This is an optimization exercise on Yosys and OpenROAD, whose aim is small area, a short achievable clock period and few clock cycles per item, not a production implementation. In this exercise RTL edits were held to simulation tests only and were not proved equivalent to the original. Power is estimated from default activity; no workload was simulated.

===== design/flow/config.mk =====
export PLATFORM = sky130hd
export DESIGN_NAME = hash_stream
export DESIGN_NICKNAME = hash_stream
export VERILOG_FILES = /design/flow/design.v
export SDC_FILE = /design/flow/constraint.sdc
export NUM_CORES = 4
export LEC_CHECK = 0
export CAP_MARGIN = 20
export CORE_MARGIN = 2
export CORE_UTILIZATION = 30
export PLACE_DENSITY = 0.5
export SLEW_MARGIN = 35

===== design/flow/constraint.sdc =====
create_clock -name core_clock -period 12.0 [get_ports {clk}]
set_input_delay 2.4000 -clock core_clock [delete_from_list [all_inputs] [get_ports {clk}]]
set_output_delay 2.4000 -clock core_clock [all_outputs]
set_load 0.01 [all_outputs]

===== design/flow/design.v =====
module md5_xform (
    input  wire         clk,
    input  wire         rst,
    input  wire         start,      
    input  wire [127:0] h_in,       
    input  wire [511:0] block_in,   
    output reg          busy,
    output reg          done,       
    output wire [127:0] h_out
);
    reg [31:0] X [0:15];
    reg [31:0] H [0:3];
    reg [31:0] a, b, c, d;
    reg [5:0]  step;
    reg        fin;                  
    localparam [2047:0] T_TAB = {
        32'hEB86D391, 32'h2AD7D2BB, 32'hBD3AF235, 32'hF7537E82,
        32'h4E0811A1, 32'hA3014314, 32'hFE2CE6E0, 32'h6FA87E4F,
        32'h85845DD1, 32'hFFEFF47D, 32'h8F0CCC92, 32'h655B59C3,
        32'hFC93A039, 32'hAB9423A7, 32'h432AFF97, 32'hF4292244,
        32'hC4AC5665, 32'h1FA27CF8, 32'hE6DB99E5, 32'hD9D4D039,
        32'h04881D05, 32'hD4EF3085, 32'hEAA127FA, 32'h289B7EC6,
        32'hBEBFBC70, 32'hF6BB4B60, 32'h4BDECFA9, 32'hA4BEEA44,
        32'hFDE5380C, 32'h6D9D6122, 32'h8771F681, 32'hFFFA3942,
        32'h8D2A4C8A, 32'h676F02D9, 32'hFCEFA3F8, 32'hA9E3E905,
        32'h455A14ED, 32'hF4D50D87, 32'hC33707D6, 32'h21E1CDE6,
        32'hE7D3FBC8, 32'hD8A1E681, 32'h02441453, 32'hD62F105D,
        32'hE9B6C7AA, 32'h265E5A51, 32'hC040B340, 32'hF61E2562,
        32'h49B40821, 32'hA679438E, 32'hFD987193, 32'h6B901122,
        32'h895CD7BE, 32'hFFFF5BB1, 32'h8B44F7AF, 32'h698098D8,
        32'hFD469501, 32'hA8304613, 32'h4787C62A, 32'hF57C0FAF,
        32'hC1BDCEEE, 32'h242070DB, 32'hE8C7B756, 32'hD76AA478
    };
    wire [1:0] stage = step[5:4];
    wire [3:0] r     = step[3:0];
    reg  [3:0] k;
    always @(*) begin
        case (stage)
            2'd0: k = r;
            2'd1: k = 4'd1 + 4'd5 * r;
            2'd2: k = 4'd5 + 4'd3 * r;
            default: k = 4'd7 * r;
        endcase
    end
    reg [4:0] s;
    always @(*) begin
        case ({stage, step[1:0]})
            4'h0: s = 5'd7;  4'h1: s = 5'd12; 4'h2: s = 5'd17; 4'h3: s = 5'd22;
            4'h4: s = 5'd5;  4'h5: s = 5'd9;  4'h6: s = 5'd14; 4'h7: s = 5'd20;
            4'h8: s = 5'd4;  4'h9: s = 5'd11; 4'hA: s = 5'd16; 4'hB: s = 5'd23;
            4'hC: s = 5'd6;  4'hD: s = 5'd10; 4'hE: s = 5'd15; default: s = 5'd21;
        endcase
    end
    reg [31:0] g;
    always @(*) begin
        case (stage)
            2'd0: g = (b & c) | (~b & d);
            2'd1: g = (b & d) | (c & ~d);
            2'd2: g = b ^ c ^ d;
            default: g = c ^ (b | ~d);
        endcase
    end
    wire [31:0] tmp = a + g + X[k] + T_TAB[32*step +: 32];
    wire [63:0] dbl = {tmp, tmp} << s;
    wire [31:0] rot = dbl[63:32];
    integer n;
    always @(posedge clk) begin
        if (rst) begin
            busy <= 1'b0;
            done <= 1'b0;
            fin  <= 1'b0;
            step <= 6'd0;
        end else begin
            done <= 1'b0;
            if (!busy) begin
                if (start) begin
                    for (n = 0; n < 16; n = n + 1)
                        X[n] <= block_in[32*n +: 32];
                    for (n = 0; n < 4; n = n + 1)
                        H[n] <= h_in[32*n +: 32];
                    a <= h_in[31:0];
                    b <= h_in[63:32];
                    c <= h_in[95:64];
                    d <= h_in[127:96];
                    step <= 6'd0;
                    fin  <= 1'b0;
                    busy <= 1'b1;
                end
            end else if (fin) begin
                H[0] <= H[0] + a;
                H[1] <= H[1] + b;
                H[2] <= H[2] + c;
                H[3] <= H[3] + d;
                fin  <= 1'b0;
                busy <= 1'b0;
                done <= 1'b1;
            end else begin
                a <= d;
                b <= b + rot;
                c <= b;
                d <= c;
                step <= step + 6'd1;
                if (step == 6'd63)
                    fin <= 1'b1;
            end
        end
    end
    assign h_out = {H[3], H[2], H[1], H[0]};
endmodule
module sha1_xform (
    input  wire         clk,
    input  wire         rst,
    input  wire         start,      
    input  wire [159:0] h_in,       
    input  wire [511:0] block_in,   
    output reg          busy,
    output reg          done,       
    output wire [159:0] h_out
);
    reg [31:0] W [0:15];            
    reg [31:0] H [0:4];
    reg [31:0] a, b, c, d, e;
    reg [6:0]  t;
    reg        fin;
    function [31:0] rotl(input [31:0] x, input integer n);
        rotl = (x << n) | (x >> (32 - n));
    endfunction
    function [31:0] bswap(input [31:0] x);
        bswap = {x[7:0], x[15:8], x[23:16], x[31:24]};
    endfunction
    reg [31:0] f, kc;
    always @(*) begin
        if (t < 7'd20) begin
            f  = (b & c) | (~b & d);
            kc = 32'h5A827999;
        end else if (t < 7'd40) begin
            f  = b ^ c ^ d;
            kc = 32'h6ED9EBA1;
        end else if (t < 7'd60) begin
            f  = (b & c) | (b & d) | (c & d);
            kc = 32'h8F1BBCDC;
        end else begin
            f  = b ^ c ^ d;
            kc = 32'hCA62C1D6;
        end
    end
    wire [31:0] tmp   = rotl(a, 5) + f + e + W[0] + kc;
    wire [31:0] w_new = rotl(W[13] ^ W[8] ^ W[2] ^ W[0], 1);
    integer n;
    always @(posedge clk) begin
        if (rst) begin
            busy <= 1'b0;
            done <= 1'b0;
            fin  <= 1'b0;
            t    <= 7'd0;
        end else begin
            done <= 1'b0;
            if (!busy) begin
                if (start) begin
                    for (n = 0; n < 16; n = n + 1)
                        W[n] <= bswap(block_in[32*n +: 32]);
                    for (n = 0; n < 5; n = n + 1)
                        H[n] <= h_in[32*n +: 32];
                    a <= h_in[31:0];
                    b <= h_in[63:32];
                    c <= h_in[95:64];
                    d <= h_in[127:96];
                    e <= h_in[159:128];
                    t    <= 7'd0;
                    fin  <= 1'b0;
                    busy <= 1'b1;
                end
            end else if (fin) begin
                H[0] <= H[0] + a;
                H[1] <= H[1] + b;
                H[2] <= H[2] + c;
                H[3] <= H[3] + d;
                H[4] <= H[4] + e;
                fin  <= 1'b0;
                busy <= 1'b0;
                done <= 1'b1;
            end else begin
                e <= d;
                d <= c;
                c <= rotl(b, 30);
                b <= a;
                a <= tmp;
                for (n = 0; n < 15; n = n + 1)
                    W[n] <= W[n+1];
                W[15] <= w_new;
                t <= t + 7'd1;
                if (t == 7'd79)
                    fin <= 1'b1;
            end
        end
    end
    assign h_out = {H[4], H[3], H[2], H[1], H[0]};
endmodule
module hash_stream (
    input  wire         clk,
    input  wire         rst,         
    input  wire         in_valid,
    output wire         in_ready,
    input  wire [31:0]  in_data,     
    input  wire         in_last,     
    input  wire [2:0]   in_nbytes,   
    input  wire         in_alg,      
    output reg          out_valid,   
    output reg  [159:0] out_digest   
);
    localparam [2:0] S_IDLE  = 3'd0,    
                     S_ABS   = 3'd1,    
                     S_PAD   = 3'd2,    
                     S_XFORM = 3'd3,    
                     S_OUT   = 3'd4;    
    reg [2:0]   state;
    reg         alg;
    reg [31:0]  buf_w [0:15];
    reg [3:0]   wptr;           
    reg [63:0]  count;          
    reg [159:0] H;
    reg         mark_done;      
    reg         len_done;       
    reg         len_blk;        
    reg         after_xform_pad;    
    wire [63:0] lbits = count << 3;
    reg          x_start;
    wire         md5_busy, md5_done, sha1_busy, sha1_done;
    wire [127:0] md5_h;
    wire [159:0] sha1_h;
    wire [511:0] blk;
    genvar gi;
    generate
        for (gi = 0; gi < 16; gi = gi + 1) begin : g_blk
            assign blk[32*gi +: 32] = buf_w[gi];
        end
    endgenerate
    md5_xform u_md5 (
        .clk(clk), .rst(rst), .start(x_start && !alg), .h_in(H[127:0]),
        .block_in(blk), .busy(md5_busy), .done(md5_done), .h_out(md5_h)
    );
    sha1_xform u_sha1 (
        .clk(clk), .rst(rst), .start(x_start && alg), .h_in(H),
        .block_in(blk), .busy(sha1_busy), .done(sha1_done), .h_out(sha1_h)
    );
    localparam [159:0] IV = {32'hC3D2E1F0, 32'h10325476, 32'h98BADCFE,
                             32'hEFCDAB89, 32'h67452301};
    function [31:0] bswap(input [31:0] x);
        bswap = {x[7:0], x[15:8], x[23:16], x[31:24]};
    endfunction
    function [31:0] last_word(input [31:0] d, input [2:0] nb);
        case (nb)
            3'd0: last_word = 32'h00000080;
            3'd1: last_word = {16'h0000, 8'h80, d[7:0]};
            3'd2: last_word = {8'h00, 8'h80, d[15:0]};
            3'd3: last_word = {8'h80, d[23:0]};
            default: last_word = d;
        endcase
    endfunction
    assign in_ready = (state == S_IDLE) || (state == S_ABS);
    reg [31:0] pad_word;
    always @(*) begin
        if (!mark_done)
            pad_word = 32'h00000080;
        else if (len_blk && wptr == 4'd14)
            pad_word = alg ? bswap(lbits[63:32]) : lbits[31:0];
        else if (len_blk && wptr == 4'd15)
            pad_word = alg ? bswap(lbits[31:0]) : lbits[63:32];
        else
            pad_word = 32'h00000000;
    end
    integer n;
    always @(posedge clk) begin
        if (rst) begin
            state     <= S_IDLE;
            out_valid <= 1'b0;
            x_start   <= 1'b0;
            wptr      <= 4'd0;
        end else begin
            out_valid <= 1'b0;
            x_start   <= 1'b0;
            case (state)
                S_IDLE, S_ABS: begin
                    if (in_valid) begin
                        if (state == S_IDLE) begin
                            alg   <= in_alg;
                            H     <= IV;
                            count <= in_last ? {61'd0, in_nbytes} : 64'd4;
                        end else begin
                            count <= count + (in_last ? {61'd0, in_nbytes} : 64'd4);
                        end
                        buf_w[wptr] <= in_last ? last_word(in_data, in_nbytes) : in_data;
                        wptr <= wptr + 4'd1;
                        mark_done <= in_last && (in_nbytes != 3'd4);
                        len_blk   <= (wptr <= 4'd13);
                        len_done  <= 1'b0;
                        after_xform_pad <= in_last;
                        if (wptr == 4'd15) begin
                            x_start <= 1'b1;
                            state   <= S_XFORM;
                        end else if (in_last) begin
                            state <= S_PAD;
                        end else begin
                            state <= S_ABS;
                        end
                    end
                end
                S_PAD: begin
                    buf_w[wptr] <= pad_word;
                    if (!mark_done) begin
                        mark_done <= 1'b1;
                        len_blk   <= (wptr <= 4'd13);
                    end
                    wptr <= wptr + 4'd1;
                    if (wptr == 4'd15) begin
                        len_done <= len_blk;
                        x_start  <= 1'b1;
                        state    <= S_XFORM;
                    end
                end
                S_XFORM: begin
                    if (md5_done || sha1_done) begin
                        H <= md5_done ? {32'd0, md5_h} : sha1_h;
                        if (!after_xform_pad)
                            state <= S_ABS;
                        else if (len_done)
                            state <= S_OUT;
                        else begin
                            len_blk <= 1'b1;
                            state   <= S_PAD;
                        end
                    end
                end
                default: begin   
                    for (n = 0; n < 5; n = n + 1)
                        out_digest[32*n +: 32] <= alg ? bswap(H[32*n +: 32]) : H[32*n +: 32];
                    if (!alg) out_digest[159:128] <= 32'd0;
                    out_valid <= 1'b1;
                    state     <= S_IDLE;
                end
            endcase
        end
    end
endmodule

===== design/flow/run.sh =====
#!/bin/bash
# synth_recipe.tcl (not shown) runs the flow's synth.tcl, then flattens the netlist and writes it again
# the make line also repeats each setting of config.mk as NAME=value (left out here)
make -C /OpenROAD-flow-scripts/flow DESIGN_CONFIG=/design/flow/config.mk WORK_HOME=/design/flow/orfs CLKGATE_MAP_FILE= SYNTH_SCRIPT=/design/flow/synth_recipe.tcl finish

==> run notes <==
number of global-route vias before repair 85057; die height roughly 660 µm; I/O Buffers around 200; initial antenna violation count between 50 and 60; CTS sink cnt roughly 2500; num rows 240; Residual DRC 0; Final ANT Viol Nets 0; Post-Synth Adder-Cell Area 0.0735; CTS HTree Levels 5; worst slew pin tran around 1 ns; GPL Wtd Cong between 0.9 and 1; Die Footprint between 0.4 and 0.5 mm²; Max clock buf depth 4; Clock Skew around 0.11 ns; synth unique cells between 90 and 100; I/O pin total 202; largest family of logic cells by synthesized area compound AO/OA/AOI/OAI gates; layout cell share with drive strength beyond 1 0.163; largest net degree at the start of global routing 151; Crit path required time between 10 and 15 ns; multiplexer area fraction after synthesis 0.0988; post-synth top area cell edfxtp_1; via/cell ratio 5.38; warnings from Yosys 7; Post-synth EDFFs around 2500; Root Buffer Master clkbuf_16; final setup vio count 0; post-detail-place hpwl between 300000 and 400000 µm; fin crit period approximately 11 ns; area of the mapped netlist approximately 0.13 mm²; Post-Synth XOR/XNOR Area 0.0342; Post-Synthesis Cells 9962; TritonCTS Buffers around 290; detailed-route via count between 80000 and 90000; crit path launch type flip-flop; DR iter-0 viols 9515; status no timing/DRC/antenna violations; Routed WL per cell just under 30 µm; Clk pin slew, worst setup/hold paths 0.06 ns; Die X ~660 µm; Hold Crit Class flip-flop to flip-flop; P_leak ~50 nW; grt ovf 0; Clk Latency, worst-skew pair 0.97 ns; Mean Syn Cell Area ~13 µm²; Initial Utilization 0.302; Tcrit/Tclk final 0.949; max-cap viol count 0; Register Area roughly 0.076 mm²; unrepaired setup endpoints after global routing false; Setup CP Type flip-flop to flip-flop; #FFs+latches synth about 2500; power per cell area ~130 mW/mm²; Worst IR Drop VDD around 0.12 mV; Synth Area in Simple Gates 0.0755; Worst EP arrival about 12 ns; fin nets approximately 11000; final hold vios 0; FFs w/ async S/R, synth 0; Final Max Slew Viols 0; sequential area share after synthesis 0.586; CTS Hold Bufs 0; Core Footprint about 0.43 mm²; syn nets between 10000 and 15000; max_slew headroom 0.314; WL final roughly 480000 µm; top cell type's share of synthesized area 0.581; fillers slightly above 40000; area of the multi-input gates 0.0505 mm²; slowest stage cell, crit path fa_1; Hold Worst Slack approximately 0.42 ns; first-pass GRT wire length 668000 µm; Area growth syn-to-layout 15.3%; max incr delay on CP between 0.4 and 0.5 ns; gr usage total 0.215; ys flop type edfxtp_1; most used cell, CP buf_4; post-synthesis compound-gate area fraction 0.105; Post-Route Utilization 0.348; Critical Path Fanout Max 17; TritonRoute pass-1 iters 8; top cells by area, synth edfxtp_1 (58%), mux2_2 (7.4%), ha_1 (4.1%); crit path capture type flip-flop; CTS tree done; max frequency a little under 90 MHz
[logic make-up (layout without fill, tap and decap cells)]
kind of cell | Yosys count | in the layout
flops | 2531 | 2531
compound gates | 2059 | 2059
xor+xnor | 500 | 500
mux | 1139 | 1139
fa+ha+maj | 647 | 647
simple gates | 2171 | 2171
other cells | 0 | 16
buf+inv | 915 | 1450
[metal layers]
layer / up-vias / global-route usage / share of wire
met5: - / 0 / 0.00035
met1: 44820 / 0.284 / 0.42
met2: 3453 / 0.352 / 0.47
met3: 777 / 0.0315 / 0.064
li1: 38139 / - / -
met4: 24 / 0.0879 / 0.047
[synthesized netlist by cell type (39+ instances only)]
library cell  count
edfxtp_1       2498
mux2_2          851
nand2_1         828
nor2_1          600
a21oi_1         475
inv_1           475
o21ai_0         464
ha_1            422
clkbuf_1        335
xnor2_1         322
mux2i_1         265
fa_1            195
nand3_1         194
xor2_1          175
a21o_1          166
a22oi_1         112
a31oi_1         103
nor3_1          100
nor2b_1          95
buf_1            90
a211oi_1         79
a22o_1           71
and2_1           71
nand2b_1         66
o21a_1           66
and3_1           59
a221oi_1         57
o21bai_1         52
or3_1            48
o31ai_1          44
o221ai_1         41
o22ai_1          39
[state kept, by name, summed over array words and instances, names as in the netlist, 61 cells and up]
| register | cells |
|---|---|
| u_md5.X | 512 |
| buf_w | 512 |
| count | 61 |
| u_sha1.H | 160 |
| out_digest | 160 |
| u_sha1.W | 512 |
| H | 160 |
| u_md5.H | 128 |
[report_power, final]
part           total [mW]  internal (mW)  switching, mW
Sequential           9.85           9.76         0.0909
Clock                8.88           5.09           3.79
Combinational       0.446          0.144          0.302
Total                19.2           15.0           4.19
[final timing paths]
path / startpoint / end / slack (ns) / cells after the start
setup / recovery: u_md5.step[1] / u_md5.b[30] / 0.61 / 44
hold / removal: buf_w[11][12] / u_md5.X[11][12] / 0.42 / 0
setup reg to reg: u_md5.step[1] / u_md5.b[30] / 0.61 / 44
hold reg to reg: buf_w[11][12] / u_md5.X[11][12] / 0.42 / 0
[metrics by stage]
stage               TNS [ns]  total power, mW  std cells  worst slack (ns)  instance area (µm²)
detailed placement   -0.0244             10.5      15651           -0.0244               139000
CTS                        0             19.3      16167           0.00194               148000
floorplan            -745.24             10.2       9962             -1.01               129000
finish                     0             19.2      16200             0.612               149000
global route               0             19.7      16188            0.0251               149000
global placement           0             10.5      15646            0.0275               139000
[placed cells by master, fill, tap and decap left out, drive strengths merged, types with 71 or more instances in the layout]
cell	instances
o21ai	469
clkdlybuf4s50	200
and2	71
a31oi	103
mux2	851
a21o	166
nor3	100
xnor2	323
buf	257
mux2i	265
clkinv	113
a21oi	475
nor2b	95
clkbuf	348
nor2	601
ha	422
xor2	175
fa	195
edfxtp	2498
nand2	829
a22oi	112
a211oi	80
inv	498
a22o	71
nand3	194
[area by class of cell]
| class | count | area share |
|---|---|---|
| well taps | 5687 | 0.0478 |
| clock inverters | 164 | 0.0109 |
| multi-input cells | 6516 | 0.340 |
| inverters | 481 | 0.0122 |
| flip-flops and latches | 2531 | 0.508 |
| diodes | 16 | 0.000269 |
| clock buffers | 347 | 0.0509 |
| repair buffers | 458 | 0.0300 |
[timing repair]
item | 4_1_cts | 5_1_grt
setup endpoints to repair | 4 | 14
pin swaps | 3 | 11
resized for setup | 3 | 41
setup buffers | 5 | 8
[critical path: cells and delay by family, from the launching register on]
family	cells	cell delay (ns)
compound gates	19	4.37
xor+xnor	2	0.34
fa+ha+maj	6	2.43
buf+inv	9	1.55
flops	1	0.39
mux	4	1.15
simple gates	4	0.75
Testbench counts, summed over its fixed seeds: cycles 183,054, bytes 113,779.

## what the ideal ports hide
No port has a modelled driver above. Below, the same layout with a new extraction and two added sets of constraints.
Step 1 sets driving cells, clkbuf_16 on the clock port and buf_2 on the other inputs (assumed; they add their load-dependent delay and slew).
Step 2 also shifts input and output timing later by t, the mid clock arrival at the registers, as if the neighbouring blocks saw the same clock.
Three values: ideal ports, drivers, drivers and shift; two values: the first two.
t (ns): 1.028
setup WS [ns]: 0.612 / 0.612 / 0.612
slew at the worst register clock pin (ns): 0.07 / 0.07
worst slew at a driven data input, ns: 0.06
After both steps setup and hold are still met in this run. For this run, drivers alone change the setup slack by 0.000 ns; drivers and shift together by 0.000 ns.
